Background: an optimization exercise with open tools, aiming at small area. Do not read the settings as production practice.
Where RTL was checked, it was by simulation tests only, not by an equivalence proof against the original.
Only the layout flow was run in runs 3 and 4; the RTL was not checked for function there.
Power is estimated from default activity; no workload was simulated.

File: design/flow/flow/run.sh
#!/bin/bash
# Own layout flow: the standard ORFS flow (standard.sh) with two changes:
#  - synthesis maps the logic with an area-oriented ABC script
#    (flow/abc_area.script) instead of ORFS's speed script; every other
#    synthesis step, and so every register, is the standard synthesis's;
#  - the port buffers that global placement inserts are the small
#    sky130_fd_sc_hd__buf_1 (the resizer may still upsize them).
# Each tool's output goes to a log file in this folder or under orfs/logs.
set -uo pipefail
W=$(pwd)
F=$W/flow
export OWN_ABC_SCRIPT=$F/abc_area.script
{ head -n 1 synth_recipe.tcl; cat "$F/abc_proc.tcl"; tail -n +2 synth_recipe.tcl; } > own_synth.tcl
sed "s#SYNTH_SCRIPT=[^ ]*synth_recipe.tcl#SYNTH_SCRIPT=$W/own_synth.tcl#" standard.sh > own_standard.sh
if ! grep -q "SYNTH_SCRIPT=$W/own_synth.tcl" own_standard.sh; then
  echo "could not point standard.sh at own_synth.tcl" >&2
  exit 1
fi
export BUFFER_PORTS_ARGS="-buffer_cell sky130_fd_sc_hd__buf_1"
bash own_standard.sh > own_standard.log 2>&1
status=$?
tail -n 20 own_standard.log
exit $status
File: design/flow/flow/abc_area.script
&get -n
&st
&dch
&nf
&put
mfs3 -ae
&get -n
&st
&dch
&nf
&put
File: design/flow/flow/abc_proc.tcl
# Map with an area-oriented ABC script instead of the speed script.
proc abc {args} {
  set i [lsearch -exact $args -script]
  if {$i >= 0} { lset args [expr {$i + 1}] $::env(OWN_ABC_SCRIPT) }
  yosys abc {*}$args
}
File: design/flow/standard.sh
#!/bin/bash
# synth_recipe.tcl (not shown) runs the flow's synth.tcl, then flattens the netlist and writes it again
# the make line also repeats each setting of config.mk as NAME=value (left out here)
make -C /OpenROAD-flow-scripts/flow DESIGN_CONFIG=/design/flow/config.mk WORK_HOME=/design/flow/orfs CLKGATE_MAP_FILE= SYNTH_SCRIPT=/design/flow/synth_recipe.tcl "${@:-finish}"
File: design/flow/config.mk
export PLATFORM = sky130hd
export DESIGN_NAME = hab360_rx
export DESIGN_NICKNAME = hab360_rx
export VERILOG_FILES = /design/flow/design.v
export SDC_FILE = /design/flow/constraint.sdc
export NUM_CORES = 8
export LEC_CHECK = 0
export CAP_MARGIN = 10
export CORE_MARGIN = 2
export CORE_UTILIZATION = 45
export CTS_BUF_LIST = sky130_fd_sc_hd__clkbuf_8 sky130_fd_sc_hd__clkbuf_16
export CTS_CLUSTER_DIAMETER = 80
export CTS_CLUSTER_SIZE = 30
export GPL_TIMING_DRIVEN = 0
export SETUP_SLACK_MARGIN = 0.5
export SLEW_MARGIN = 10
File: design/flow/constraint.sdc
create_clock -name core_clock -period 15.0 [get_ports {clk}]
set_input_delay 3.0000 -clock core_clock [delete_from_list [all_inputs] [get_ports {clk}]]
set_output_delay 3.0000 -clock core_clock [all_outputs]
set_load 0.01 [all_outputs]
File: design/flow/design.v
module hab360_validator (
    input  wire [8:0]       plen,      
    input  wire [19*8-1:0]  pbytes,    
    output reg  [15:0]      status,
    output reg              fwd,
    output wire [7:0]       opcode,
    output wire [31:0]      f_freq,
    output wire [31:0]      f_bw,
    output wire [7:0]       f_sf,
    output wire [7:0]       f_cr,
    output wire [7:0]       f_sync,
    output wire [7:0]       f_power,
    output wire [15:0]      f_preamble,
    output wire [31:0]      f_climit,
    output wire [31:0]      f_unix
);
    localparam [15:0] CMD_OK                   = 16'h0000;
    localparam [15:0] CMD_UNKNOWN_COMMAND      = 16'h0201;
    localparam [15:0] CMD_MALFORMED_PAYLOAD    = 16'h0202;
    localparam [15:0] INVALID_FREQUENCY        = 16'h0301;
    localparam [15:0] INVALID_BANDWIDTH        = 16'h0302;
    localparam [15:0] INVALID_SPREADING_FACTOR = 16'h0303;
    localparam [15:0] INVALID_CODING_RATE      = 16'h0304;
    localparam [15:0] INVALID_SYNC_WORD        = 16'h0305;
    localparam [15:0] INVALID_POWER            = 16'h0306;
    localparam [15:0] INVALID_PREAMBLE_LENGTH  = 16'h0307;
    localparam [15:0] INVALID_CURRENT_LIMIT    = 16'h0308;
    wire [7:0] pb [0:18];
    genvar k;
    generate
        for (k = 0; k < 19; k = k + 1) begin : g_pb
            assign pb[k] = pbytes[8*k +: 8];
        end
    endgenerate
    assign opcode     = pb[0];
    assign f_freq     = {pb[1], pb[2], pb[3], pb[4]};
    assign f_bw       = {pb[5], pb[6], pb[7], pb[8]};
    assign f_sf       = pb[9];
    assign f_cr       = pb[10];
    assign f_sync     = pb[11];
    assign f_power    = pb[12];
    assign f_preamble = {pb[13], pb[14]};
    assign f_climit   = {pb[15], pb[16], pb[17], pb[18]};
    assign f_unix     = {pb[1], pb[2], pb[3], pb[4]};
    reg       known;
    reg [8:0] exp_len;
    always @* begin
        known   = 1'b1;
        exp_len = 9'd1;
        case (opcode)
            8'h00: exp_len = 9'd19;
            8'h01: exp_len = 9'd5;
            8'h02: exp_len = 9'd257;
            8'h10, 8'h11, 8'h12, 8'h13, 8'h20, 8'h21: exp_len = 9'd1;
            default: known = 1'b0;
        endcase
    end
    wire ok_freq  = !f_freq[31] && f_freq >= 32'h4316_0000 && f_freq <= 32'h4470_0000;
    wire ok_bw    = (!f_bw[31] && f_bw <= 32'h43FF_0000) || f_bw == 32'h8000_0000;
    wire ok_sf    = (f_sf >= 8'd5) && (f_sf <= 8'd12);
    wire ok_cr    = (f_cr >= 8'd5) && (f_cr <= 8'd8);
    wire ok_sync  = (f_sync != 8'h34);
    wire ok_power = (f_power <= 8'h16) || (f_power >= 8'hEF);
    wire ok_pre   = (f_preamble >= 16'd6);
    wire ok_cl    = (!f_climit[31] && f_climit <= 32'h430C_0000) || f_climit == 32'h8000_0000;
    always @* begin
        status = CMD_OK;
        fwd    = 1'b0;
        if (plen == 9'd0 || !known)
            status = CMD_UNKNOWN_COMMAND;
        else if (plen != exp_len)
            status = CMD_MALFORMED_PAYLOAD;
        else if (opcode == 8'h00) begin
            if (!ok_freq)       status = INVALID_FREQUENCY;
            else if (!ok_bw)    status = INVALID_BANDWIDTH;
            else if (!ok_sf)    status = INVALID_SPREADING_FACTOR;
            else if (!ok_cr)    status = INVALID_CODING_RATE;
            else if (!ok_sync)  status = INVALID_SYNC_WORD;
            else if (!ok_power) status = INVALID_POWER;
            else if (!ok_pre)   status = INVALID_PREAMBLE_LENGTH;
            else if (!ok_cl)    status = INVALID_CURRENT_LIMIT;
            else                fwd    = 1'b1;
        end else
            fwd = 1'b1;
    end
endmodule
module hab360_rx (
    input  wire        clk,
    input  wire        rst,
    output wire        rx_poll,
    input  wire        rx_avail,
    input  wire [7:0]  rx_data,
    input  wire        tick,
    output reg  [2:0]  evt,
    output wire [1:0]  mal_cause,
    output wire        pkt_valid,
    output wire [15:0] rx_len,
    output wire [2:0]  rx_type,
    output wire [4:0]  rx_cid,
    output wire [31:0] rx_ts,
    input  wire [8:0]  rx_rd_addr,
    output wire [7:0]  rx_rd_data,
    output wire        val_valid,
    output wire [15:0] val_status,
    output wire        fwd_valid,
    output wire [7:0]  fwd_opcode,
    output wire [31:0] fwd_freq,
    output wire [31:0] fwd_bw,
    output wire [7:0]  fwd_sf,
    output wire [7:0]  fwd_cr,
    output wire [7:0]  fwd_sync,
    output wire [7:0]  fwd_power,
    output wire [15:0] fwd_preamble,
    output wire [31:0] fwd_climit,
    output wire [31:0] fwd_unix,
    input  wire        rsp_valid
);
    localparam [2:0] EVT_IDLE      = 3'd0;
    localparam [2:0] EVT_PARTIAL   = 3'd1;
    localparam [2:0] EVT_COMPLETE  = 3'd2;
    localparam [2:0] EVT_MALFORMED = 3'd3;
    localparam [2:0] EVT_TIMEOUT   = 3'd4;
    localparam [1:0] MAL_NONE      = 2'd0;
    localparam [1:0] MAL_BAD_END   = 2'd1;
    localparam [1:0] MAL_OVERFLOW  = 2'd2;
    localparam [1:0] MAL_SHORT     = 2'd3;
    localparam integer MAX_FRAME   = 274;
    localparam integer LAST_STORED = 272;    
    localparam [8:0]   TIMEOUT     = 9'd500;
    reg        st_q;           
    reg [8:0]  idx_q;
    reg [8:0]  len_q;          
    reg        len_big;        
    reg [8:0]  tmr_q;
    reg        pkt_valid_q;
    reg [1:0]  mal_cause_q;
    reg        pending_q;
    wire [7:0] rxbuf [0:26];
    assign rx_poll = !rst && !pending_q;
    wire   take    = !pending_q && rx_avail;   
    reg        st_d;
    reg [8:0]  idx_d;
    reg [8:0]  tmr_d;
    reg        pkt_valid_d;
    reg [1:0]  mal_cause_d;
    reg        buf_write;      
    reg        complete;       
    wire [8:0] idx_inc = idx_q + 9'd1;
    wire       at4     = (idx_q == 9'd3);
    wire [8:0] len_cur = at4 ? {len_q[8], rx_data} : len_q;
    wire       is_len  = !len_big && (idx_inc == len_cur);
    always @* begin
        st_d        = st_q;
        idx_d       = idx_q;
        tmr_d       = tmr_q;
        pkt_valid_d = pkt_valid_q;
        mal_cause_d = mal_cause_q;
        buf_write   = 1'b0;
        complete    = 1'b0;
        evt         = st_q ? EVT_PARTIAL : EVT_IDLE;
        if (rst) begin
            evt = EVT_IDLE;
        end else if (take) begin
            if (!st_q) begin
                if (rx_data == 8'h7E) begin
                    idx_d       = 9'd1;
                    tmr_d       = 9'd0;
                    pkt_valid_d = 1'b0;
                    mal_cause_d = MAL_NONE;
                    st_d        = 1'b1;
                    evt         = EVT_PARTIAL;
                end else begin
                    evt = EVT_IDLE;
                end
            end else begin
                buf_write = 1'b1;
                idx_d     = idx_inc;
                tmr_d     = 9'd0;
                evt       = EVT_PARTIAL;
                if (at4 && !len_big && !len_q[8] && rx_data < 8'd9) begin
                    st_d        = 1'b0;
                    mal_cause_d = MAL_SHORT;
                    evt         = EVT_MALFORMED;
                end else if (idx_q >= 9'd3 && is_len) begin
                    st_d = 1'b0;
                    if (rx_data == 8'h7F) begin
                        pkt_valid_d = 1'b1;
                        complete    = 1'b1;
                        evt         = EVT_COMPLETE;
                    end else begin
                        mal_cause_d = MAL_BAD_END;
                        evt         = EVT_MALFORMED;
                    end
                end else if (idx_inc == MAX_FRAME) begin
                    st_d        = 1'b0;
                    mal_cause_d = MAL_OVERFLOW;
                    evt         = EVT_MALFORMED;
                end
            end
        end else if (tick && st_q) begin
            if (tmr_q == TIMEOUT) begin
                st_d  = 1'b0;
                tmr_d = 9'd0;
                evt   = EVT_TIMEOUT;
            end else begin
                tmr_d = tmr_q + 9'd1;
            end
        end
    end
    always @(posedge clk) begin
        if (rst) begin
            st_q        <= 1'b0;
            idx_q       <= 9'd0;
            tmr_q       <= 9'd0;
            pkt_valid_q <= 1'b0;
            mal_cause_q <= MAL_NONE;
        end else begin
            st_q        <= st_d;
            idx_q       <= idx_d;
            tmr_q       <= tmr_d;
            pkt_valid_q <= pkt_valid_d;
            mal_cause_q <= mal_cause_d;
        end
    end
    localparam integer FIRST_SH = 27;
    localparam integer NSH      = LAST_STORED - FIRST_SH + 1;    
    always @(posedge clk) begin
        if (buf_write && idx_q == 9'd2) begin
            len_big  <= |rx_data[7:1];
            len_q[8] <= rx_data[0];
        end
        if (buf_write && idx_q == 9'd3)
            len_q[7:0] <= rx_data;
    end
    assign rxbuf[0]   = 8'h7E;
    assign rxbuf[2]   = {7'd0, idx_q[8]};
    assign rxbuf[3]   = idx_q[7:0];
    genvar k;
    generate
        for (k = 1; k < FIRST_SH; k = k + 1) begin : g_buf
            if (k != 2 && k != 3) begin : g_b
                reg [7:0] b;
                always @(posedge clk)
                    if (buf_write && idx_q == k)
                        b <= rx_data;
                assign rxbuf[k] = b;
            end
        end
    endgenerate
    wire sh_en = buf_write && (idx_q >= FIRST_SH) && (idx_q <= LAST_STORED);
    reg [7:0] sh [0:NSH-1];
    always @(posedge clk)
        if (sh_en) sh[0] <= rx_data;
    generate
        for (k = 1; k < NSH; k = k + 1) begin : g_sh
            always @(posedge clk)
                if (sh_en) sh[k] <= sh[k-1];
        end
    endgenerate
    wire       is274  = (idx_q == 9'd274);
    wire [8:0] top    = {idx_q[8:2], is274 ? 2'b01 : idx_q[1:0]};    
    wire [8:0] sidx   = top + ~rx_rd_addr;                           
    wire [7:0] lo_or [0:FIRST_SH];
    assign lo_or[0] = 8'h00;
    generate
        for (k = 0; k < FIRST_SH; k = k + 1) begin : g_lo
            assign lo_or[k+1] = lo_or[k] | (rxbuf[k] & {8{rx_rd_addr == k}});
        end
    endgenerate
    wire [15:0] col_sel;
    wire [15:0] row_sel;
    generate
        for (k = 0; k < 16; k = k + 1) begin : g_sel
            assign col_sel[k] = (sidx[3:0] == k);
            assign row_sel[k] = (sidx[8:4] == k);
        end
    endgenerate
    wire [7:0] row_val [0:15];
    generate
        for (k = 0; k < 16; k = k + 1) begin : g_rv
            genvar c;
            wire [7:0] t [0:16];
            assign t[0] = 8'h00;
            for (c = 0; c < 16; c = c + 1) begin : g_c
                if (16 * k + c < NSH) begin : g_in
                    assign t[c+1] = t[c] | (sh[16*k + c] & {8{col_sel[c]}});
                end else begin : g_out
                    assign t[c+1] = t[c];
                end
            end
            assign row_val[k] = t[16];
        end
    endgenerate
    wire [7:0] sh_or [0:16];
    assign sh_or[0] = 8'h00;
    generate
        for (k = 0; k < 16; k = k + 1) begin : g_ro
            assign sh_or[k+1] = sh_or[k] | (row_val[k] & {8{row_sel[k]}});
        end
    endgenerate
    wire in_frame = (rx_rd_addr < idx_q);
    wire rd_lo    = (rx_rd_addr < FIRST_SH);
    wire rd_end   = (rx_rd_addr == 9'd273);
    wire [7:0] rd_any = rd_lo ? lo_or[FIRST_SH] : rd_end ? 8'h7F : sh_or[16];
    assign pkt_valid  = pkt_valid_q;
    assign mal_cause  = mal_cause_q;
    assign rx_len     = {7'd0, idx_q};
    assign rx_type    = rxbuf[1][7:5];
    assign rx_cid     = rxbuf[1][4:0];
    assign rx_ts      = {rxbuf[4], rxbuf[5], rxbuf[6], rxbuf[7]};
    assign rx_rd_data = rd_any & {8{in_frame}};
    wire [8:0]      plen = len_cur - 9'd9;
    wire [19*8-1:0] pbytes;
    generate
        for (k = 0; k < 19; k = k + 1) begin : g_pay
            assign pbytes[8*k +: 8] = rxbuf[8 + k];
        end
    endgenerate
    wire [15:0] v_status;
    wire        v_fwd;
    wire [7:0]  v_opcode;
    wire [31:0] v_freq, v_bw, v_climit, v_unix;
    wire [7:0]  v_sf, v_cr, v_sync, v_power;
    wire [15:0] v_preamble;
    hab360_validator u_val (
        .plen       (plen),
        .pbytes     (pbytes),
        .status     (v_status),
        .fwd        (v_fwd),
        .opcode     (v_opcode),
        .f_freq     (v_freq),
        .f_bw       (v_bw),
        .f_sf       (v_sf),
        .f_cr       (v_cr),
        .f_sync     (v_sync),
        .f_power    (v_power),
        .f_preamble (v_preamble),
        .f_climit   (v_climit),
        .f_unix     (v_unix)
    );
    wire is_cmd  = (rxbuf[1][7:5] == 3'b001);
    wire is_lora = (v_opcode == 8'h00);
    wire is_unix = (v_opcode == 8'h01);
    assign val_valid    = complete && is_cmd;
    assign val_status   = v_status;
    assign fwd_valid    = val_valid && v_fwd;
    assign fwd_opcode   = v_opcode;
    assign fwd_freq     = is_lora ? v_freq     : 32'd0;
    assign fwd_bw       = is_lora ? v_bw       : 32'd0;
    assign fwd_sf       = is_lora ? v_sf       : 8'd0;
    assign fwd_cr       = is_lora ? v_cr       : 8'd0;
    assign fwd_sync     = is_lora ? v_sync     : 8'd0;
    assign fwd_power    = is_lora ? v_power    : 8'd0;
    assign fwd_preamble = is_lora ? v_preamble : 16'd0;
    assign fwd_climit   = is_lora ? v_climit   : 32'd0;
    assign fwd_unix     = is_unix ? v_unix     : 32'd0;
    always @(posedge clk) begin
        if (rst)
            pending_q <= 1'b0;
        else if (pending_q && rsp_valid)
            pending_q <= 1'b0;
        else if (fwd_valid)
            pending_q <= 1'b1;
    end
endmodule
==> results.txt, run 1 <==
status=timing/DRC/antenna clean; DR iter-0 viols=around 7800; H-tree levels=3; post-route setup TNS=0 ns; CTS tree=done; EDFF count, synth=around 2200; Int Power=~8.3 mW; fmax=82.9 MHz; worst hold path class=reg2reg; synth warn=3; clock sink count=2193; sw frac=0.223; Critical Path Fanout Max=38; global placer's final weighted congestion=around 0.93; post-synthesis xor/xnor area fraction=0.00337; nets@finish=between 4000 and 5000; Relative slew margins=0.0998; Post-CTS Hold Buffers=0; Sequential Power Share=0.619; Gate Count Post-Synth=about 4300; actual slew at the worst max-slew pin=1.34 ns; Post-synth top flop=edfxtp_1; post-synthesis simple-gate area fraction=0.0648; wire length per cell=around 31 um; final setup fails=0; Adder-Cell Fraction of Synth Area=0.00398; multiplexer share of the synthesized area=0.00115; # rows=155; clock root buffer=clkbuf_16; overall power=10.7 mW; Synth area leaders=edfxtp_1 81%, a222oi_1 5.3%, a22oi_1 3.1%; Die Wd=between 400 and 500 um; initial antenna violation count=11; Cell variety after synth=63; Area Growth Syn to Fin=14.5%; total CTS buffers=104; Final period util=0.804; post_cts resized=0; critical path arrival=9.06 ns; vias in the first global route=around 47000; Synth top area share=0.809; post-layout util=0.518; Synth Area in Compound Gates=0.109; clk latency of the worst-skew pair=approximately 0.75 ns; post-CTS setup buffer count=0; first-pass GRT wire length=between 300000 and 400000 um; GRT overflow=0; min cycle time layout=about 12 ns; number of remaining DRC errors=0; Post-Synthesis Cell Area=0.0806 mm^2; Synth Register Bits=~2200; combinational power share=0.051; IO Port Bufs=277; HPWL Detailed=142000 um; die height=~430 um; commonest non-fill, non-tap cells in the layout=2170 x edfxtp_1, 425 x a222oi_1, 338 x a22oi_1; drt pass-1 iters=10; fraction of layout cells with a size suffix above 1=0.0900; Cell Pwr Density=between 100 and 150 mW/mm^2; RSZ-0062 raised after global routing=no; Avg Cell Area, Syn=~19 um^2; cell taking the most area after synthesis=edfxtp_1; crit path kind=in2out; fin. max-slew vios=0; CP required=around 12 ns; Max VDD drop=roughly 100 uV; final clock skew=about 0.044 ns; Routed Antenna Nets=0; CORE AREA=approximately 0.18 mm^2; DP Cell Count=~7000; largest net degree at the start of global routing=64; vias per cell=about 6.6; P_sw=between 2 and 2.5 mW; Ports=295; Pleak=~23 nW; Layout Cells excl Fill=between 7000 and 8000; main combinational cell family by area after synthesis=compound AO/OA/AOI/OAI gates; total track usage=0.243; Worst Setup End Kind=primary output; Starting Density=0.452; max-cap viol count=0; clk buf depth=3; most common cell after layout, fill and taps aside=edfxtp_1; Worst-path clk slew=between 0.1 and 0.15 ns; Via Count=48600; die area=between 0.15 and 0.2 mm^2; Seq/Total Area, Yosys=0.814; Clock power frac=0.331; CP startpoint kind=input port; FFs w/ async S/R, synth=0; endpoints failing hold=0; final wirelength=between 200000 and 250000 um
-- cells by family after synthesis --
kind of cell,after synthesis
flops,2193
compound gates,1055
simple gates,957
buf+inv,52
xor+xnor,31
fa+ha+maj,25
mux,9
other cells,1
-- cells in the mapped netlist (all sizes together), types with 4 or more instances --
cell / n
a311oi: 8
or3: 5
nor2b: 5
a22o: 22
clkinv: 34
buf: 18
a21o: 8
nor4: 34
xor2: 7
nor3b: 4
a21oi: 48
a221oi: 30
and4: 45
nand3: 117
a222oi: 425
edfxtp: 2170
or2: 8
or4: 12
nand2: 198
o2111ai: 4
o21ai: 75
xnor2: 24
nand2b: 4
dfxtp: 23
a211o: 6
and2: 184
and3: 71
a31oi: 16
nor3: 42
a22oi: 338
nor2: 99
nand4: 114
a21boi: 5
a211oi: 34
o31ai: 4
mux2i: 7
ha: 24
a2111oi: 8
-- area by class of cell --
cell class	instances	area [um^2]
Sequential cell	2193	65600
Buffer	18	135
Multi-Input combinational cell	2094	15000
Inverter	34	129
Fill cell	14200	86000
Timing Repair Buffer	469	4760
Clock inverter	75	941
Tap cell	2355	2950
Antenna cell	6	15.0
Clock buffer	107	2680
-- state kept, by name (all words and copies together), names as in the netlist --
name         count
len_big          1
pkt_valid_q      1
len_q            9
mal_cause_q      2
pending_q        1
st_q             1
tmr_q            9
sh            1968
g_buf.g_b.b    192
idx_q            9
-- worst paths after layout --
check | slack [ns] | to | cells past startpoint | from
max | 2.94 | rx_rd_data[7] | 17 | rx_rd_addr[2]
min | 0.44 | sh[168][2] | 0 | sh[167][2]
max reg2reg | 9.95 | pending_q | 10 | idx_q[2]
min reg2reg | 0.44 | sh[168][2] | 0 | sh[167][2]
-- through the flow --
step           setup WS [ns]  hold slack, ns  cell area (um^2)
4_1_cts                 2.98           0.439             92200
6_report                2.94           0.435             92300
2_1_floorplan         -35.57           0.417             80700
5_1_grt                 2.66           0.450             92200
3_3_place_gp          -51.34           0.423             84700
3_5_place_dp            2.95           0.425             88600
-- power groups by stage --
stage                     sequential (mW)  clock, mW  combinational (mW)
final                                6.63       3.54               0.542
after global routing                 6.63       3.81               0.578
after CTS                            6.63       3.62               0.542
after detailed placement             6.77          0               0.538
after global placement               6.77          0               0.550
after floorplan                      6.77          0               0.304
-- critical path: stages --
cell	delay [ns]
buf_1	0.54
clkinv_1	0.32
ha_1	0.33
a21oi_1	0.53
a31oi_1	0.41
and3_4	0.40
buf_16	0.24
buf_16	0.25
buf_16	0.26
a222oi_1	0.33
nand4_1	0.16
a211o_1	0.34
a22oi_1	0.15
nand4_1	0.27
o31ai_1	1.05
a211oi_1	0.20
buf_1	0.23
-- metal layers --
| layer | routed length (um) | part of all wire | track usage |
|---|---|---|---|
| met2 | 104000 | 0.46 | 0.375 |
| met5 | 50 | 0.00022 | 0 |
| met3 | 23500 | 0.10 | 0.0423 |
| met4 | 8150 | 0.036 | 0.0882 |
| met1 | 91700 | 0.40 | 0.348 |
==> run 2: changes to the inputs <==
==> design/flow/run.sh (new file) <==
#!/bin/bash
# synth_recipe.tcl (not shown) runs the flow's synth.tcl, then flattens the netlist and writes it again
# the make line also repeats each setting of config.mk as NAME=value (left out here)
make -C /OpenROAD-flow-scripts/flow DESIGN_CONFIG=/design/flow/config.mk WORK_HOME=/design/flow/orfs CLKGATE_MAP_FILE= SYNTH_SCRIPT=/design/flow/synth_recipe.tcl finish
==> design/flow/config.mk (replaced) <==
export PLATFORM = sky130hd
export DESIGN_NAME = hab360_rx
export DESIGN_NICKNAME = hab360_rx
export VERILOG_FILES = /design/flow/design.v
export SDC_FILE = /design/flow/constraint.sdc
export NUM_CORES = 8
export LEC_CHECK = 0
export CAP_MARGIN = 20
export CORE_MARGIN = 2
export CORE_UTILIZATION = 55
export CTS_BUF_LIST = sky130_fd_sc_hd__clkbuf_4 sky130_fd_sc_hd__clkbuf_8
export GPL_TIMING_DRIVEN = 0
export SLEW_MARGIN = 20
removed: design/flow/flow/run.sh
removed: design/flow/flow/abc_area.script
removed: design/flow/flow/abc_proc.tcl
removed: design/flow/standard.sh
==> results.txt, run 2 <==
combinational power share=0.088 (+0.037); Fail Reasons=negative setup slack; clk buf depth=4 (+1); Area Growth Syn to Fin=19.1%; cell taking the most area after synthesis=edfxtp_1; post-route setup TNS=-0.00544 ns (-0.00544 ns); GRT overflow=0 (unchanged); CTS tree=done; first-pass GRT wire length=538000 um (+64%); fin. max-slew vios=0 (unchanged); Crit-path slowest cell=buf_1; Placement Setup Slack=0.696 ns (-2.25 ns); Sequential Power Share=0.512 (-0.107); sw frac=0.260 (+0.0370); Critical Path Most Common Cell=clkbuf_2; CP startpoint kind=input port; RSZ-0062 raised after global routing=no; crit path kind=in2out; die height=401 um (-6.2%); commonest non-fill, non-tap cells in the layout=2170 x edfxtp_1, 384 x a22oi_1, 377 x clkbuf_8; worst setup margin=-0.00544 ns (-2.94 ns); Synth Register Bits=2193 (unchanged); initial antenna violation count=68 (+57); Post-synth top flop=edfxtp_1; Synth area leaders=edfxtp_1 75%, a22oi_1 3.3%, nand2_1 1.6%; fraction of layout cells with a size suffix above 1=0.175 (+0.0855); final clock skew=0.101 ns (+0.0571 ns); Post-Synthesis Cell Area=0.0865 mm^2 (+7.4%); drt pass-1 iters=10 (unchanged); FFs w/ async S/R, synth=0 (unchanged); EDFF count, synth=2170 (unchanged); status=complete, but fails checks; final setup fails=1 (+1); Die Wd=401 um (-6.2%); crit path cell chain=clkdlybuf4s50_1 -> clkbuf_1 -> inv_1 -> fa_1 -> nand2b_1 -> clkbuf_2 -> buf_16 -> nor2_2 -> clkbuf_2 -> clkbuf_2 -> buf_1 -> a22oi_1 -> a21oi_1 -> a211oi_1 -> a31oi_1 -> nor4b_1 -> a211oi_1 -> clkdlybuf4s50_1; most common cell in the netlist=edfxtp_1; endpoints failing hold=0 (unchanged); DR iter-0 viols=17000 (+120%); Clock power frac=0.400 (+0.069); worst hold path class=reg2reg; # rows=145 (-6.5%); max-cap viol count=0 (unchanged); Gate Count Post-Synth=5450 (+26%); fmax=66.6 MHz (-20%); min-delay src=sh[42][4]; actual slew at the worst max-slew pin=1.39 ns (+0.0521 ns); wire length per cell=47.8 um (+55%); vias in the first global route=59700 (+27%); global placer's final weighted congestion=1.04 (+11%); max reg flops=1968 (unchanged); Largest Register=sh; number of remaining DRC errors=0 (unchanged); vias per cell=7.74 (+17%); DP Cell Count=7992 (+12%); total CTS buffers=368 (+250%); nets@finish=6352 (+28%); clk latency of the worst-skew pair=1.10 ns (+0.35 ns); Cell variety after synth=95 (+51%); post_cts resized=0 (unchanged); P_sw=3.38 mW (+41%); post-CTS setup buffer count=0 (unchanged); largest net degree at the start of global routing=32 (-50%); Synth top area share=0.753 (-0.0556); Final period util=1.00 (+0.196); Starting Density=0.554 (+0.102); Routed Antenna Nets=0 (unchanged); final hold slack=0.405 ns (-0.0301 ns); Largest stage delay, worst path=0.97 ns (-0.08 ns); CP required=12.00 ns (about the same); Cell Pwr Density=126 mW/mm^2 (+8.4%); Pleak=28.9 nW (+27%); critical path arrival=12.01 ns (+2.95 ns); CORE AREA=0.156 mm^2 (-12%); Worst Setup End Kind=primary output; Avg Cell Area, Syn=15.9 um^2 (-15%); Seq/Total Area, Yosys=0.758 (-0.0560); HPWL Detailed=284000 um (+100%); IO Port Bufs=277 (unchanged); total track usage=0.506 (+0.263); clock sink count=2193 (unchanged); Via Count=67300 (+38%); Max VDD drop=98.6 uV (-1.0%); clock root buffer=clkbuf_8; Int Power=9.60 mW (+15%); Post-CTS Hold Buffers=0 (unchanged); min cycle time layout=15.01 ns (+2.94 ns); Ports=295 (unchanged); die area=0.161 mm^2 (-12%); most common cell after layout, fill and taps aside=edfxtp_1; RR Startpoint=idx_q[1]; top cells by count, synth=2170 x edfxtp_1, 384 x a22oi_1, 365 x nand2_1, 202 x a21oi_1, 201 x and2_1; Critical Path Fanout Max=11 (-71%); Worst-path clk slew=0.06 ns (-0.05 ns); Layout Cells excl Fill=8696 (+18%); final wirelength=415000 um (+83%); Relative slew margins=0.0720 (-0.0278); Worst Setup SP=rx_rd_addr[1]; overall power=13.0 mW (+21%); registers with the most flip-flops=sh: 1968 flops, g_buf.g_b.b: 192 flops; synth warn=3 (unchanged); H-tree levels=5 (+2)
run 2: path summary, 6_finish.rpt:
check	to	slack [ns]	depth (start not counted)
max	rx_rd_data[7]	-0.005	18
min reg2reg	sh[43][4]	0.41	0
max reg2reg	sh[95][5]	9.25	19
min	sh[43][4]	0.41	0
run 2: cell type report:
cell class                      instances  area, um^2
Buffer                                351        1760
Sequential cell                      2193       65600
Clock inverter                        111         488
Inverter                               34         128
Multi-Input combinational cell       2888       19500
Antenna cell                           79         198
Tap cell                             2058        2570
Timing Repair Buffer                  469        6550
Clock buffer                          513        6200
Fill cell                           11200       53100
run 2: kinds of logic after synthesis:
family,Yosys count,share of synthesized area
AO/OA/AOI/OAI,1395,0.120
AND/OR/NAND/NOR,1259,0.0751
multiplexers,150,0.0182
other,1,0.0000433
flip-flops,2193,0.758
XOR/XNOR,42,0.00434
buffers and inverters,385,0.0197
adder cells (fa/ha/maj),25,0.00370
run 2: worst max-delay path: cells and delay by family:
kind	cells	cell delay, ns
AO/OA/AOI/OAI	5	2.10
buffers and inverters	9	5.05
AND/OR/NAND/NOR	3	1.04
adder cells (fa/ha/maj)	1	0.73
run 2: metrics by stage:
step                utilization  area (um^2)
floorplan                     -        86600
global placement          0.589        92000
detailed placement        0.616        96200
finish                    0.660       103000
global route              0.659       103000
CTS                       0.658       103000
run 2: power by group through the flow:
stage | sequential, mW | combinational [mW] | clock [mW]
after global routing | 6.64 | 1.08 | 5.37
final | 6.64 | 1.14 | 5.20
after CTS | 6.64 | 1.03 | 5.11
after floorplan | 6.77 | 0.415 | 0
after detailed placement | 6.77 | 1.03 | 0
after global placement | 6.77 | 0.955 | 0
run 2: metal layers:
| metal | GRT usage | vias up | share of wire |
|---|---|---|---|
| met3 | 0.238 | 1854 | 0.19 |
| met4 | 0.374 | 54 | 0.095 |
| li1 | - | 24100 | - |
| met1 | 0.639 | 33000 | 0.32 |
| met5 | 0.00803 | - | 0.0020 |
| met2 | 0.676 | 8237 | 0.40 |
==> run 3: changes to the inputs <==
--- a/design/flow/design.v
+++ b/design/flow/design.v
@@ -125,45 +125,49 @@
     localparam [1:0] MAL_OVERFLOW  = 2'd2;
     localparam [1:0] MAL_SHORT     = 2'd3;
     localparam integer MAX_FRAME   = 274;
-    localparam integer LAST_STORED = 272;    
     localparam [8:0]   TIMEOUT     = 9'd500;
     reg        st_q;           
     reg [8:0]  idx_q;
-    reg [8:0]  len_q;          
-    reg        len_big;        
+    reg [15:0] len_q;
     reg [8:0]  tmr_q;
     reg        pkt_valid_q;
     reg [1:0]  mal_cause_q;
     reg        pending_q;
-    wire [7:0] rxbuf [0:26];
+    wire [7:0] rxbuf [0:MAX_FRAME-1];
     assign rx_poll = !rst && !pending_q;
-    wire   take    = !pending_q && rx_avail;   
+    wire   take    = rx_poll && rx_avail;      
     reg        st_d;
     reg [8:0]  idx_d;
+    reg [15:0] len_d;
     reg [8:0]  tmr_d;
     reg        pkt_valid_d;
     reg [1:0]  mal_cause_d;
+    reg        buf_clear;      
     reg        buf_write;      
     reg        complete;       
-    wire [8:0] idx_inc = idx_q + 9'd1;
-    wire       at4     = (idx_q == 9'd3);
-    wire [8:0] len_cur = at4 ? {len_q[8], rx_data} : len_q;
-    wire       is_len  = !len_big && (idx_inc == len_cur);
+    reg [15:0] len_cur;        
+    reg [8:0]  idx_inc;
     always @* begin
         st_d        = st_q;
         idx_d       = idx_q;
+        len_d       = len_q;
         tmr_d       = tmr_q;
         pkt_valid_d = pkt_valid_q;
         mal_cause_d = mal_cause_q;
+        buf_clear   = 1'b0;
         buf_write   = 1'b0;
         complete    = 1'b0;
+        len_cur     = len_q;
+        idx_inc     = idx_q + 9'd1;
         evt         = st_q ? EVT_PARTIAL : EVT_IDLE;
         if (rst) begin
             evt = EVT_IDLE;
         end else if (take) begin
             if (!st_q) begin
                 if (rx_data == 8'h7E) begin
+                    buf_clear   = 1'b1;
                     idx_d       = 9'd1;
+                    len_d       = 16'd0;
                     tmr_d       = 9'd0;
                     pkt_valid_d = 1'b0;
                     mal_cause_d = MAL_NONE;
@@ -177,11 +181,15 @@
                 idx_d     = idx_inc;
                 tmr_d     = 9'd0;
                 evt       = EVT_PARTIAL;
-                if (at4 && !len_big && !len_q[8] && rx_data < 8'd9) begin
+                if (idx_inc == 9'd4) begin
+                    len_cur = {rxbuf[2], rx_data};
+                    len_d   = len_cur;
+                end
+                if (idx_inc == 9'd4 && len_cur < 16'd9) begin
                     st_d        = 1'b0;
                     mal_cause_d = MAL_SHORT;
                     evt         = EVT_MALFORMED;
-                end else if (idx_q >= 9'd3 && is_len) begin
+                end else if (idx_inc >= 9'd4 && {7'd0, idx_inc} == len_cur) begin
                     st_d = 1'b0;
                     if (rx_data == 8'h7F) begin
                         pkt_valid_d = 1'b1;
@@ -211,105 +219,40 @@
         if (rst) begin
             st_q        <= 1'b0;
             idx_q       <= 9'd0;
+            len_q       <= 16'd0;
             tmr_q       <= 9'd0;
             pkt_valid_q <= 1'b0;
             mal_cause_q <= MAL_NONE;
         end else begin
             st_q        <= st_d;
             idx_q       <= idx_d;
+            len_q       <= len_d;
             tmr_q       <= tmr_d;
             pkt_valid_q <= pkt_valid_d;
             mal_cause_q <= mal_cause_d;
         end
     end
-    localparam integer FIRST_SH = 27;
-    localparam integer NSH      = LAST_STORED - FIRST_SH + 1;    
-    always @(posedge clk) begin
-        if (buf_write && idx_q == 9'd2) begin
-            len_big  <= |rx_data[7:1];
-            len_q[8] <= rx_data[0];
-        end
-        if (buf_write && idx_q == 9'd3)
-            len_q[7:0] <= rx_data;
-    end
-    assign rxbuf[0]   = 8'h7E;
-    assign rxbuf[2]   = {7'd0, idx_q[8]};
-    assign rxbuf[3]   = idx_q[7:0];
     genvar k;
     generate
-        for (k = 1; k < FIRST_SH; k = k + 1) begin : g_buf
-            if (k != 2 && k != 3) begin : g_b
-                reg [7:0] b;
-                always @(posedge clk)
-                    if (buf_write && idx_q == k)
-                        b <= rx_data;
-                assign rxbuf[k] = b;
+        for (k = 0; k < MAX_FRAME; k = k + 1) begin : g_buf
+            reg [7:0] b;
+            always @(posedge clk) begin
+                if (buf_clear)
+                    b <= (k == 0) ? 8'h7E : 8'h00;
+                else if (buf_write && idx_q == k)
+                    b <= rx_data;
             end
+            assign rxbuf[k] = b;
         end
     endgenerate
-    wire sh_en = buf_write && (idx_q >= FIRST_SH) && (idx_q <= LAST_STORED);
-    reg [7:0] sh [0:NSH-1];
-    always @(posedge clk)
-        if (sh_en) sh[0] <= rx_data;
-    generate
-        for (k = 1; k < NSH; k = k + 1) begin : g_sh
-            always @(posedge clk)
-                if (sh_en) sh[k] <= sh[k-1];
-        end
-    endgenerate
-    wire       is274  = (idx_q == 9'd274);
-    wire [8:0] top    = {idx_q[8:2], is274 ? 2'b01 : idx_q[1:0]};    
-    wire [8:0] sidx   = top + ~rx_rd_addr;                           
-    wire [7:0] lo_or [0:FIRST_SH];
-    assign lo_or[0] = 8'h00;
-    generate
-        for (k = 0; k < FIRST_SH; k = k + 1) begin : g_lo
-            assign lo_or[k+1] = lo_or[k] | (rxbuf[k] & {8{rx_rd_addr == k}});
-        end
-    endgenerate
-    wire [15:0] col_sel;
-    wire [15:0] row_sel;
-    generate
-        for (k = 0; k < 16; k = k + 1) begin : g_sel
-            assign col_sel[k] = (sidx[3:0] == k);
-            assign row_sel[k] = (sidx[8:4] == k);
-        end
-    endgenerate
-    wire [7:0] row_val [0:15];
-    generate
-        for (k = 0; k < 16; k = k + 1) begin : g_rv
-            genvar c;
-            wire [7:0] t [0:16];
-            assign t[0] = 8'h00;
-            for (c = 0; c < 16; c = c + 1) begin : g_c
-                if (16 * k + c < NSH) begin : g_in
-                    assign t[c+1] = t[c] | (sh[16*k + c] & {8{col_sel[c]}});
-                end else begin : g_out
-                    assign t[c+1] = t[c];
-                end
-            end
-            assign row_val[k] = t[16];
-        end
-    endgenerate
-    wire [7:0] sh_or [0:16];
-    assign sh_or[0] = 8'h00;
-    generate
-        for (k = 0; k < 16; k = k + 1) begin : g_ro
-            assign sh_or[k+1] = sh_or[k] | (row_val[k] & {8{row_sel[k]}});
-        end
-    endgenerate
-    wire in_frame = (rx_rd_addr < idx_q);
-    wire rd_lo    = (rx_rd_addr < FIRST_SH);
-    wire rd_end   = (rx_rd_addr == 9'd273);
-    wire [7:0] rd_any = rd_lo ? lo_or[FIRST_SH] : rd_end ? 8'h7F : sh_or[16];
     assign pkt_valid  = pkt_valid_q;
     assign mal_cause  = mal_cause_q;
-    assign rx_len     = {7'd0, idx_q};
+    assign rx_len     = len_q;
     assign rx_type    = rxbuf[1][7:5];
     assign rx_cid     = rxbuf[1][4:0];
     assign rx_ts      = {rxbuf[4], rxbuf[5], rxbuf[6], rxbuf[7]};
-    assign rx_rd_data = rd_any & {8{in_frame}};
-    wire [8:0]      plen = len_cur - 9'd9;
+    assign rx_rd_data = (rx_rd_addr < MAX_FRAME) ? rxbuf[rx_rd_addr] : 8'h00;
+    wire [8:0]      plen = len_cur[8:0] - 9'd9;
     wire [19*8-1:0] pbytes;
     generate
         for (k = 0; k < 19; k = k + 1) begin : g_pay
==> design/flow/config.mk (replaced) <==
export PLATFORM = sky130hd
export DESIGN_NAME = hab360_rx
export DESIGN_NICKNAME = hab360_rx
export VERILOG_FILES = /design/flow/design.v
export SDC_FILE = /design/flow/constraint.sdc
export NUM_CORES = 8
export LEC_CHECK = 0
export CAP_MARGIN = 40
export CORE_MARGIN = 2
export CORE_UTILIZATION = 22
export SLEW_MARGIN = 40
==> results.txt, run 3 <==
die area=0.464 mm^2 (+190%); fmax=77.9 MHz (+17%); most common cell in the netlist=dfxtp_1; Sequential Area=0.0447 mm^2 (-32%); first-pass GRT wire length=1510000 um (+180%); synth warn=2 (-1); final hold slack=0.454 ns (+0.0493 ns); post_cts resized=0 (unchanged); HPWL Detailed=937000 um (+230%); GRT overflow=0 (unchanged); CP startpoint kind=input port; sw frac=0.273 (+0.0130); registers with the most flip-flops=g_buf.b: 2192 flops, len_q: 16 flops; Worst Setup End Kind=primary output; EDFF count, synth=0 (-100%); Reg2Reg Setup Slack=9.21 ns (-0.04 ns); RSZ-0062 raised after global routing=no; crit path kind=in2out; CP required=12.00 ns (about the same); largest net degree at the start of global routing=165 (+420%); Sequential Power Share=0.412 (-0.100); Post-synth top flop=dfxtp_1; endpoints failing hold=0 (unchanged); wire length per cell=63.7 um (+33%); max-cap viol count=0 (unchanged); Seq/Total Area, Yosys=0.443 (-0.316); Via Count=129000 (+92%); min cycle time layout=12.85 ns (-2.16 ns); Max VDD drop=78.4 uV (-21%); Hold Path Stages=2 (+2); max reg flops=2192 (+11%); global placer's final weighted congestion=1.14 (+10%); Starting Density=0.221 (-0.333); vias per cell=6.54 (-16%); total track usage=0.522 (+0.0161); Ports=295 (unchanged); WHS Endpoint=g_buf[46].b[7]; FFs w/ async S/R, synth=0 (unchanged); Post-CTS Hold Buffers=0 (unchanged); number of remaining DRC errors=0 (unchanged); Post-Synthesis Cell Area=0.101 mm^2 (+17%); Pleak=44.0 nW (+52%); Int Power=10.5 mW (+9.1%); CORE AREA=0.456 mm^2 (+190%); Critical Path Fanout Max=32 (+21); IO Port Bufs=284 (+2.5%); initial antenna violation count=357 (+430%); Final period util=0.856 (-0.144); clk latency of the worst-skew pair=1.01 ns (-0.09 ns); Synth area leaders=dfxtp_1 44%, a21oi_1 8.9%, nand2_1 7.2%; actual slew at the worst max-slew pin=1.12 ns (-0.273 ns); commonest non-fill, non-tap cells in the layout=2203 x dfxtp_1, 1866 x nand2_1, 1770 x a21oi_1; Area Growth Syn to Fin=28.1%; DR iter-0 viols=26500 (+55%); fill count=49300 (+340%); RR Startpoint=idx_q[5]; R2R cell count=20 (+1); most common cell after layout, fill and taps aside=dfxtp_1; post-route setup TNS=0 ns (+0.00544 ns); Gate Count Post-Synth=12800 (+140%); top cells by count, synth=2231 x dfxtp_1, 1935 x nand2_1, 1785 x a21oi_1, 1096 x clkbuf_1, 1004 x nor2_1; Synth Register Bits=2231 (+1.7%); drt pass-1 iters=9 (-1); final wirelength=1260000 um (+200%); critical path arrival=9.85 ns (-2.16 ns); Cell variety after synth=90 (-5.3%); Die Wd=681 um (+70%); Worst-path clk slew=0.06 ns (about the same); Cell Pwr Density=111 mW/mm^2 (-11%); Relative slew margins=0.247 (+0.175); clock sink count=2231 (+1.7%); CTS tree=done; post-CTS setup buffer count=0 (unchanged); clock root buffer=clkbuf_16; combinational power share=0.043 (-0.045); fin. max-slew vios=0 (unchanged); H-tree levels=5 (unchanged); total CTS buffers=303 (-18%); # rows=248 (+71%); Synth top area share=0.443 (-0.310); fraction of layout cells with a size suffix above 1=0.150 (-0.0257); nets@finish=13200 (+110%); P_sw=3.94 mW (+17%); clk buf depth=4 (unchanged); cell taking the most area after synthesis=dfxtp_1; area of the multi-input gates=0.0542 mm^2 (+180%); Clock power frac=0.546 (+0.146); status=timing/DRC/antenna clean; vias in the first global route=109000 (+83%); final clock skew=0.0502 ns (-0.0510 ns); final setup fails=0 (-1); die height=681 um (+70%); capturing point of the worst reg2reg path=pending_q; min-delay src=g_buf[46].b[7]; Largest Register=g_buf.b; Routed Antenna Nets=0 (unchanged); Avg Cell Area, Syn=7.86 um^2 (-51%); worst hold path class=reg2reg
[run 3: worst max-delay path by stage]
| stage | depth (start not counted) | end | startpoint | slack, ns |
|---|---|---|---|---|
| global route | 15 | rx_rd_data[5] | rx_rd_addr[3] | 2.64 |
| global placement | 13 | rx_rd_data[7] | rx_rd_addr[5] | 1.50 |
| floorplan | 16 | fwd_valid | rst | 5.36 |
| detailed placement | 14 | rx_rd_data[5] | rx_rd_addr[3] | 2.53 |
| CTS | 14 | rx_rd_data[5] | rx_rd_addr[3] | 2.51 |
| finish | 15 | rx_rd_data[3] | rx_rd_addr[1] | 2.15 |
[run 3: cells by family (layout without fill, tap and decap cells)]
logic type,after synthesis,count (layout),synth area share
other,1,277,0.0000372
buffers and inverters,1272,1822,0.0486
adders and majority gates,10,10,0.00124
AOI/OAI and AO/OA,3984,3984,0.236
and+or+nand+nor,4717,4717,0.209
DFF,2231,2231,0.443
muxes,607,607,0.0603
xor gates and xnor gates,22,22,0.00210
[run 3: worst max-delay path: stages]
cell and delay (ns):
clkdlybuf4s50_1 0.46, buf_4 0.42, nand3b_1 0.83, buf_4 0.47, nor2_4 0.68, buf_4 0.39, buf_4 0.24, a22oi_1 0.17
o22ai_1 0.88, nor4_1 0.19, o2111ai_1 0.44, nor4_1 0.18, a41oi_2 0.64, buf_4 0.22, clkdlybuf4s50_1 0.53
[run 3: final cells by class]
class	instances	area share
well taps	6125	0.0593
clock buffers	439	0.0694
repair buffers	1269	0.0914
flip-flops and latches	2231	0.346
diodes	267	0.00517
inverters	18	0.000542
multi-input cells	9350	0.419
clock inverters	96	0.00933
[run 3: power by group through the flow]
stage / Combinational, mW / Sequential, mW / Clock (mW)
floorplan: 0.185 / 6.06 / 0
global placement: 0.566 / 6.06 / 0
detailed placement: 0.570 / 6.06 / 0
CTS: 0.571 / 5.93 / 7.84
global route: 0.566 / 5.93 / 8.04
finish: 0.614 / 5.93 / 7.86
[run 3: metrics by stage]
step	instance area (um^2)	power (mW)	cells	setup WS (ns)	utilization
2_1_floorplan	101000	6.24	12900	5.36	-
3_5_place_dp	118000	6.63	19000	2.53	0.259
5_1_grt	129000	14.5	19600	2.64	0.282
6_report	129000	14.4	19800	2.15	0.283
4_1_cts	128000	14.3	19500	2.51	0.281
3_3_place_gp	116000	6.63	18900	1.50	0.254
[run 3: per-layer routing]
metal,GRT usage,vias up,share of wire
met5,0.00198,-,0.00083
met4,0.461,102,0.10
met3,0.211,3260,0.12
met2,0.702,11900,0.39
met1,0.632,67000,0.39
li1,-,47200,-
==> run 4: changes to the inputs <==
--- a/design/flow/design.v
+++ b/design/flow/design.v
@@ -125,49 +125,45 @@
     localparam [1:0] MAL_OVERFLOW  = 2'd2;
     localparam [1:0] MAL_SHORT     = 2'd3;
     localparam integer MAX_FRAME   = 274;
+    localparam integer LAST_STORED = 272;    
     localparam [8:0]   TIMEOUT     = 9'd500;
     reg        st_q;           
     reg [8:0]  idx_q;
-    reg [15:0] len_q;
+    reg [8:0]  len_q;          
+    reg        len_big;        
     reg [8:0]  tmr_q;
     reg        pkt_valid_q;
     reg [1:0]  mal_cause_q;
     reg        pending_q;
     wire [7:0] rxbuf [0:MAX_FRAME-1];
     assign rx_poll = !rst && !pending_q;
-    wire   take    = rx_poll && rx_avail;      
+    wire   take    = !pending_q && rx_avail;   
     reg        st_d;
     reg [8:0]  idx_d;
-    reg [15:0] len_d;
     reg [8:0]  tmr_d;
     reg        pkt_valid_d;
     reg [1:0]  mal_cause_d;
-    reg        buf_clear;      
     reg        buf_write;      
     reg        complete;       
-    reg [15:0] len_cur;        
-    reg [8:0]  idx_inc;
+    wire [8:0] idx_inc = idx_q + 9'd1;
+    wire       at4     = (idx_q == 9'd3);
+    wire [8:0] len_cur = at4 ? {len_q[8], rx_data} : len_q;
+    wire       is_len  = !len_big && (idx_inc == len_cur);
     always @* begin
         st_d        = st_q;
         idx_d       = idx_q;
-        len_d       = len_q;
         tmr_d       = tmr_q;
         pkt_valid_d = pkt_valid_q;
         mal_cause_d = mal_cause_q;
-        buf_clear   = 1'b0;
         buf_write   = 1'b0;
         complete    = 1'b0;
-        len_cur     = len_q;
-        idx_inc     = idx_q + 9'd1;
         evt         = st_q ? EVT_PARTIAL : EVT_IDLE;
         if (rst) begin
             evt = EVT_IDLE;
         end else if (take) begin
             if (!st_q) begin
                 if (rx_data == 8'h7E) begin
-                    buf_clear   = 1'b1;
                     idx_d       = 9'd1;
-                    len_d       = 16'd0;
                     tmr_d       = 9'd0;
                     pkt_valid_d = 1'b0;
                     mal_cause_d = MAL_NONE;
@@ -181,15 +177,11 @@
                 idx_d     = idx_inc;
                 tmr_d     = 9'd0;
                 evt       = EVT_PARTIAL;
-                if (idx_inc == 9'd4) begin
-                    len_cur = {rxbuf[2], rx_data};
-                    len_d   = len_cur;
-                end
-                if (idx_inc == 9'd4 && len_cur < 16'd9) begin
+                if (at4 && !len_big && !len_q[8] && rx_data < 8'd9) begin
                     st_d        = 1'b0;
                     mal_cause_d = MAL_SHORT;
                     evt         = EVT_MALFORMED;
-                end else if (idx_inc >= 9'd4 && {7'd0, idx_inc} == len_cur) begin
+                end else if (idx_q >= 9'd3 && is_len) begin
                     st_d = 1'b0;
                     if (rx_data == 8'h7F) begin
                         pkt_valid_d = 1'b1;
@@ -219,40 +211,84 @@
         if (rst) begin
             st_q        <= 1'b0;
             idx_q       <= 9'd0;
-            len_q       <= 16'd0;
             tmr_q       <= 9'd0;
             pkt_valid_q <= 1'b0;
             mal_cause_q <= MAL_NONE;
         end else begin
             st_q        <= st_d;
             idx_q       <= idx_d;
-            len_q       <= len_d;
             tmr_q       <= tmr_d;
             pkt_valid_q <= pkt_valid_d;
             mal_cause_q <= mal_cause_d;
         end
     end
+    always @(posedge clk) begin
+        if (buf_write && idx_q == 9'd2) begin
+            len_big  <= |rx_data[7:1];
+            len_q[8] <= rx_data[0];
+        end
+        if (buf_write && idx_q == 9'd3)
+            len_q[7:0] <= rx_data;
+    end
+    assign rxbuf[0]   = 8'h7E;
+    assign rxbuf[2]   = {7'd0, idx_q[8]};
+    assign rxbuf[3]   = idx_q[7:0];
+    assign rxbuf[273] = 8'h7F;
     genvar k;
     generate
-        for (k = 0; k < MAX_FRAME; k = k + 1) begin : g_buf
-            reg [7:0] b;
-            always @(posedge clk) begin
-                if (buf_clear)
-                    b <= (k == 0) ? 8'h7E : 8'h00;
-                else if (buf_write && idx_q == k)
-                    b <= rx_data;
+        for (k = 1; k <= LAST_STORED; k = k + 1) begin : g_buf
+            if (k != 2 && k != 3) begin : g_b
+                reg [7:0] b;
+                always @(posedge clk)
+                    if (buf_write && idx_q == k)
+                        b <= rx_data;
+                assign rxbuf[k] = b;
+            end
+        end
+    endgenerate
+    localparam integer NROW = 18;
+    wire [15:0]     col_sel;
+    wire [NROW-1:0] row_sel;
+    generate
+        for (k = 0; k < 16; k = k + 1) begin : g_col
+            assign col_sel[k] = (rx_rd_addr[3:0] == k);
+        end
+        for (k = 0; k < NROW; k = k + 1) begin : g_row
+            assign row_sel[k] = (rx_rd_addr[8:4] == k);
+        end
+    endgenerate
+    wire [7:0] row_val [0:NROW-1];
+    generate
+        for (k = 0; k < NROW; k = k + 1) begin : g_rv
+            genvar c;
+            wire [7:0] t [0:16];
+            assign t[0] = 8'h00;
+            for (c = 0; c < 16; c = c + 1) begin : g_c
+                if (16 * k + c < MAX_FRAME) begin : g_in
+                    assign t[c+1] = t[c] | (rxbuf[16*k + c] & {8{col_sel[c]}});
+                end else begin : g_out
+                    assign t[c+1] = t[c];
+                end
             end
-            assign rxbuf[k] = b;
+            assign row_val[k] = t[16];
+        end
+    endgenerate
+    wire [7:0] rd_or [0:NROW];
+    assign rd_or[0] = 8'h00;
+    generate
+        for (k = 0; k < NROW; k = k + 1) begin : g_ro
+            assign rd_or[k+1] = rd_or[k] | (row_val[k] & {8{row_sel[k]}});
         end
     endgenerate
+    wire in_frame = (rx_rd_addr < idx_q);
     assign pkt_valid  = pkt_valid_q;
     assign mal_cause  = mal_cause_q;
-    assign rx_len     = len_q;
+    assign rx_len     = {7'd0, idx_q};
     assign rx_type    = rxbuf[1][7:5];
     assign rx_cid     = rxbuf[1][4:0];
     assign rx_ts      = {rxbuf[4], rxbuf[5], rxbuf[6], rxbuf[7]};
-    assign rx_rd_data = (rx_rd_addr < MAX_FRAME) ? rxbuf[rx_rd_addr] : 8'h00;
-    wire [8:0]      plen = len_cur[8:0] - 9'd9;
+    assign rx_rd_data = rd_or[NROW] & {8{in_frame}};
+    wire [8:0]      plen = len_cur - 9'd9;
     wire [19*8-1:0] pbytes;
     generate
         for (k = 0; k < 19; k = k + 1) begin : g_pay
==> design/flow/flow/run.sh (new file) <==
#!/bin/bash
# Own layout flow: the standard ORFS flow (standard.sh) with two changes:
#  - synthesis maps the logic with an area-oriented ABC script
#    (flow/abc_area.script) instead of ORFS's speed script; every other
#    synthesis step, and so every register, is the standard synthesis's;
#  - the port buffers that global placement inserts are the small
#    sky130_fd_sc_hd__buf_1 (the resizer may still upsize them).
# Each tool's output goes to a log file in this folder or under orfs/logs.
set -uo pipefail
W=$(pwd)
F=$W/flow
export OWN_ABC_SCRIPT=$F/abc_area.script
{ head -n 1 synth_recipe.tcl; cat "$F/abc_proc.tcl"; tail -n +2 synth_recipe.tcl; } > own_synth.tcl
sed "s#SYNTH_SCRIPT=[^ ]*synth_recipe.tcl#SYNTH_SCRIPT=$W/own_synth.tcl#" standard.sh > own_standard.sh
if ! grep -q "SYNTH_SCRIPT=$W/own_synth.tcl" own_standard.sh; then
  echo "could not point standard.sh at own_synth.tcl" >&2
  exit 1
fi
export BUFFER_PORTS_ARGS="-buffer_cell sky130_fd_sc_hd__buf_1"
bash own_standard.sh > own_standard.log 2>&1
status=$?
tail -n 20 own_standard.log
exit $status
==> design/flow/flow/abc_area.script (new file) <==
&get -n
&st
&dch
&nf
&put
mfs3 -ae
&get -n
&st
&dch
&nf
&put
==> design/flow/flow/abc_proc.tcl (new file) <==
# Map with an area-oriented ABC script instead of the speed script.
proc abc {args} {
  set i [lsearch -exact $args -script]
  if {$i >= 0} { lset args [expr {$i + 1}] $::env(OWN_ABC_SCRIPT) }
  yosys abc {*}$args
}
==> design/flow/standard.sh (new file) <==
#!/bin/bash
# synth_recipe.tcl (not shown) runs the flow's synth.tcl, then flattens the netlist and writes it again
# the make line also repeats each setting of config.mk as NAME=value (left out here)
make -C /OpenROAD-flow-scripts/flow DESIGN_CONFIG=/design/flow/config.mk WORK_HOME=/design/flow/orfs CLKGATE_MAP_FILE= SYNTH_SCRIPT=/design/flow/synth_recipe.tcl "${@:-finish}"
==> design/flow/config.mk (replaced) <==
export PLATFORM = sky130hd
export DESIGN_NAME = hab360_rx
export DESIGN_NICKNAME = hab360_rx
export VERILOG_FILES = /design/flow/design.v
export SDC_FILE = /design/flow/constraint.sdc
export NUM_CORES = 8
export LEC_CHECK = 0
export CAP_MARGIN = 10
export CORE_MARGIN = 2
export CORE_UTILIZATION = 40
export CTS_BUF_LIST = sky130_fd_sc_hd__clkbuf_8 sky130_fd_sc_hd__clkbuf_16
export CTS_CLUSTER_DIAMETER = 80
export CTS_CLUSTER_SIZE = 30
export GPL_TIMING_DRIVEN = 0
export SETUP_SLACK_MARGIN = 0.5
export SLEW_MARGIN = 10
removed: design/flow/run.sh
==> results.txt, run 4 <==
Synth top area share=0.810 (+0.367); clock root buffer=clkbuf_16; final clock skew=0.0453 ns (-0.00498 ns); actual slew at the worst max-slew pin=1.42 ns (+0.298 ns); endpoints failing hold=0 (unchanged); final setup fails=0 (unchanged); Worst-path clk slew=0.10 ns (+0.04 ns); Starting Density=0.402 (+0.181); Largest stage delay, worst path=1.15 ns (+0.27 ns); Gate Count Post-Synth=4390 (-66%); fill count=17000 (-66%); CP required=12.00 ns (about the same); first-pass GRT wire length=361000 um (-76%); drt pass-1 iters=12 (+3); worst hold path class=reg2reg; Synth Register Bits=2193 (-1.7%); most common cell after layout, fill and taps aside=edfxtp_1; number of remaining DRC errors=0 (unchanged); GRT overflow=0 (unchanged); post-synthesis xor/xnor area fraction=0.00207 (-0.0000269); Max VDD drop=97.9 uV (+25%); WHS Endpoint=pending_q; most common cell in the netlist=edfxtp_1; max-cap viol count=0 (unchanged); Routed Antenna Nets=0 (unchanged); worst setup margin=3.31 ns (+1.15 ns); post_cts resized=0 (unchanged); Critical Path Most Common Cell=buf_6; die area=0.205 mm^2 (-56%); clk latency of the worst-skew pair=0.78 ns (-0.23 ns); Cell variety after synth=57 (-37%); crit path cell chain=buf_1 -> nor4b_4 -> buf_8 -> buf_6 -> buf_8 -> buf_6 -> buf_6 -> buf_6 -> a222oi_1 -> nand4_1 -> a221oi_1 -> nand2_1 -> a221oi_1 -> o22ai_1 -> nor4_1 -> a31oi_1 -> buf_1; total CTS buffers=93 (-69%); Pleak=27.3 nW (-38%); RR Startpoint=idx_q[6]; Post-synth top flop=edfxtp_1; initial antenna violation count=5 (-99%); global placer's final weighted congestion=0.874 (-23%); Via Count=49900 (-61%); Cell Pwr Density=113 mW/mm^2 (+1.5%); commonest non-fill, non-tap cells in the layout=2170 x edfxtp_1, 476 x a222oi_1, 326 x nor2_1; Adder-Cell Fraction of Synth Area=0.00264 (+0.00140); Top delay family on crit path=buffers and inverters; IO Port Bufs=277 (-2.5%); CORE AREA=0.200 mm^2 (-56%); max reg flops=2160 (-1.5%); Area Growth Syn to Fin=14.2%; CP startpoint kind=input port; wire length per cell=33.4 um (-48%); Hold Path Stages=2 (unchanged); Post-Synthesis Cell Area=0.0804 mm^2 (-20%); Seq/Total Area, Yosys=0.816 (+0.373); fmax=85.5 MHz (+9.9%); Relative slew margins=0.0454 (-0.202); CTS tree=done; multiplexer share of the synthesized area=0.00128 (-0.0590); min cycle time layout=11.69 ns (-1.15 ns); Synth area leaders=edfxtp_1 81%, a222oi_1 5.9%, a22oi_1 1.9%; vias in the first global route=46800 (-57%); clock sink count=2193 (-1.7%); design area=0.0919 mm^2 (-29%); nets@finish=5067 (-62%); critical path buffer and inverter count=8 (+1); synth warn=2 (unchanged); RSZ-0062 raised after global routing=no; DR iter-0 viols=9859 (-63%); min-delay src=pending_q; total track usage=0.245 (-0.276); post-route setup TNS=0 ns (unchanged); Avg Cell Area, Syn=18.3 um^2 (+130%); Layout Cells excl Fill=7736 (-61%); vias per cell=6.45 (-1.4%); EDFF count, synth=2170 (+2170); Synth Area in Compound Gates=0.110 (-0.126); Crit-path slowest cell=nor4_1; clk buf depth=3 (-1); Largest Register=g_buf.g_b.b; fin. max-slew vios=0 (unchanged); status=timing/DRC/antenna clean; R2R cell count=10 (-50%); post-synthesis simple-gate area fraction=0.0659 (-0.143); post-CTS setup buffer count=0 (unchanged); main combinational cell family by area after synthesis=compound AO/OA/AOI/OAI gates; DP Cell Count=7589 (-60%); H-tree levels=3 (-2); Critical Path Fanout Max=17 (-47%); Reg2Reg Setup Slack=9.73 ns (+0.52 ns); Die Wd=452 um (-34%); capturing point of the worst reg2reg path=pending_q; die height=452 um (-34%); HPWL Detailed=171000 um (-82%); # rows=164 (-34%); crit path kind=in2out; Final period util=0.779 (-0.0770); Post-CTS Hold Buffers=0 (unchanged); fraction of layout cells with a size suffix above 1=0.0898 (-0.0599); Ports=295 (unchanged); critical path arrival=8.69 ns (-1.16 ns); Worst Setup End Kind=primary output; cell taking the most area after synthesis=edfxtp_1; largest net degree at the start of global routing=55 (-67%); area post-placement=0.0889 mm^2 (-25%); top cells by count, synth=2170 x edfxtp_1, 476 x a222oi_1, 326 x nor2_1, 199 x a22oi_1, 182 x and2_0; final wirelength=258000 um (-80%); Placement Setup Slack=3.55 ns (+1.02 ns); FFs w/ async S/R, synth=0 (unchanged)
==> run 4: per-layer routing <==
layer	track usage	part of all wire	up-vias
li1	-	-	20300
met1	0.344	0.39	25700
met2	0.385	0.46	3389
met3	0.0449	0.11	451
met4	0.0865	0.039	8
met5	0	0.00019	-
==> run 4: final cells by class <==
type                    count  area, um^2  area share
repair buffers            527        4620      0.0503
plain buffers              18         135     0.00147
flip-flops and latches   2193       65600       0.714
clock inverters            48         592     0.00644
clock buffers              95        2380      0.0259
diodes                      4        10.0    0.000109
well taps                2656        3320      0.0362
inverters                  15        56.3    0.000613
multi-input cells        2180       15100       0.165
==> run 4: cells by family (layout without fill, tap and decap cells) <==
logic type	count (synthesis)	after routing
flops	2193	2193
mux	10	10
compound gates	1052	1052
xor+xnor	19	19
buf+inv	33	703
simple gates	1065	1065
other cells	1	21
fa+ha+maj	17	17
==> run 4: report_power, final <==
part	switching, mW	internal, mW	total [mW]
logic	0.318	0.140	0.458
clock network	1.93	1.28	3.21
registers	0.000147	6.72	6.72
==> run 4: worst min-delay path: stages (launching register included) <==
cell	delay [ns]
dfxtp_1	0.36
nand2_1	0.06
o21ai_0	0.07
==> run 4: stage by stage <==
step	util	hold slack (ns)	power [mW]
floorplan	-	0.458	7.02
global placement	0.425	0.493	7.34
detailed placement	0.445	0.511	7.31
CTS	0.460	0.528	10.4
global route	0.460	0.571	10.6
finish	0.460	0.525	10.4
==> run 4: worst max-delay path by stage <==
stage	from	to	slack (ns)	depth (start not counted)
2_1_floorplan	rx_rd_addr[1]	rx_rd_data[2]	0.96	9
3_3_place_gp	rx_rd_addr[3]	rx_rd_data[7]	-13.15	11
3_5_place_dp	rx_rd_addr[3]	rx_rd_data[6]	3.55	17
4_1_cts	rx_rd_addr[3]	rx_rd_data[6]	3.54	17
5_1_grt	rx_rd_addr[3]	rx_rd_data[6]	3.24	17
6_report	rx_rd_addr[3]	rx_rd_data[6]	3.31	17

## afterwards: timing with drivers on the ports
No port has a modelled driver above. Below, the same layouts with a new extraction and two added sets of constraints.
Step 1 assumes that a clkbuf_16 drives the clock port and a buf_2 every other input.
Step 2 moves the port delays by t, midway between the first and last clock arrival at a register: inputs arrive t later, outputs are due t later. That takes back most of the time a late clock gives input paths.
a / b / c = ideal ports / drivers / drivers and shift; a / b = the first two.
| run | t (ns) | setup WS [ns] | worst setup path at the end | latest minus earliest clock arrival (ns) |
|---|---|---|---|---|
| run 1 | 0.811 | 2.939 / 2.790 / 2.790 | input to output | 0.050 / 0.050 |
| run 2 | 1.141 | -0.005 / -0.034 / -0.034 | input to output | 0.107 / 0.106 |
| run 3 | 1.139 | 2.155 / 2.127 / 2.127 | input to output | 0.082 / 0.083 |
| run 4 | 0.837 | 3.310 / 3.262 / 3.262 | input to output | 0.047 / 0.047 |
The setup slack of run 1, which loses most, moves by -0.149 ns with the drivers and by -0.149 ns with both steps.
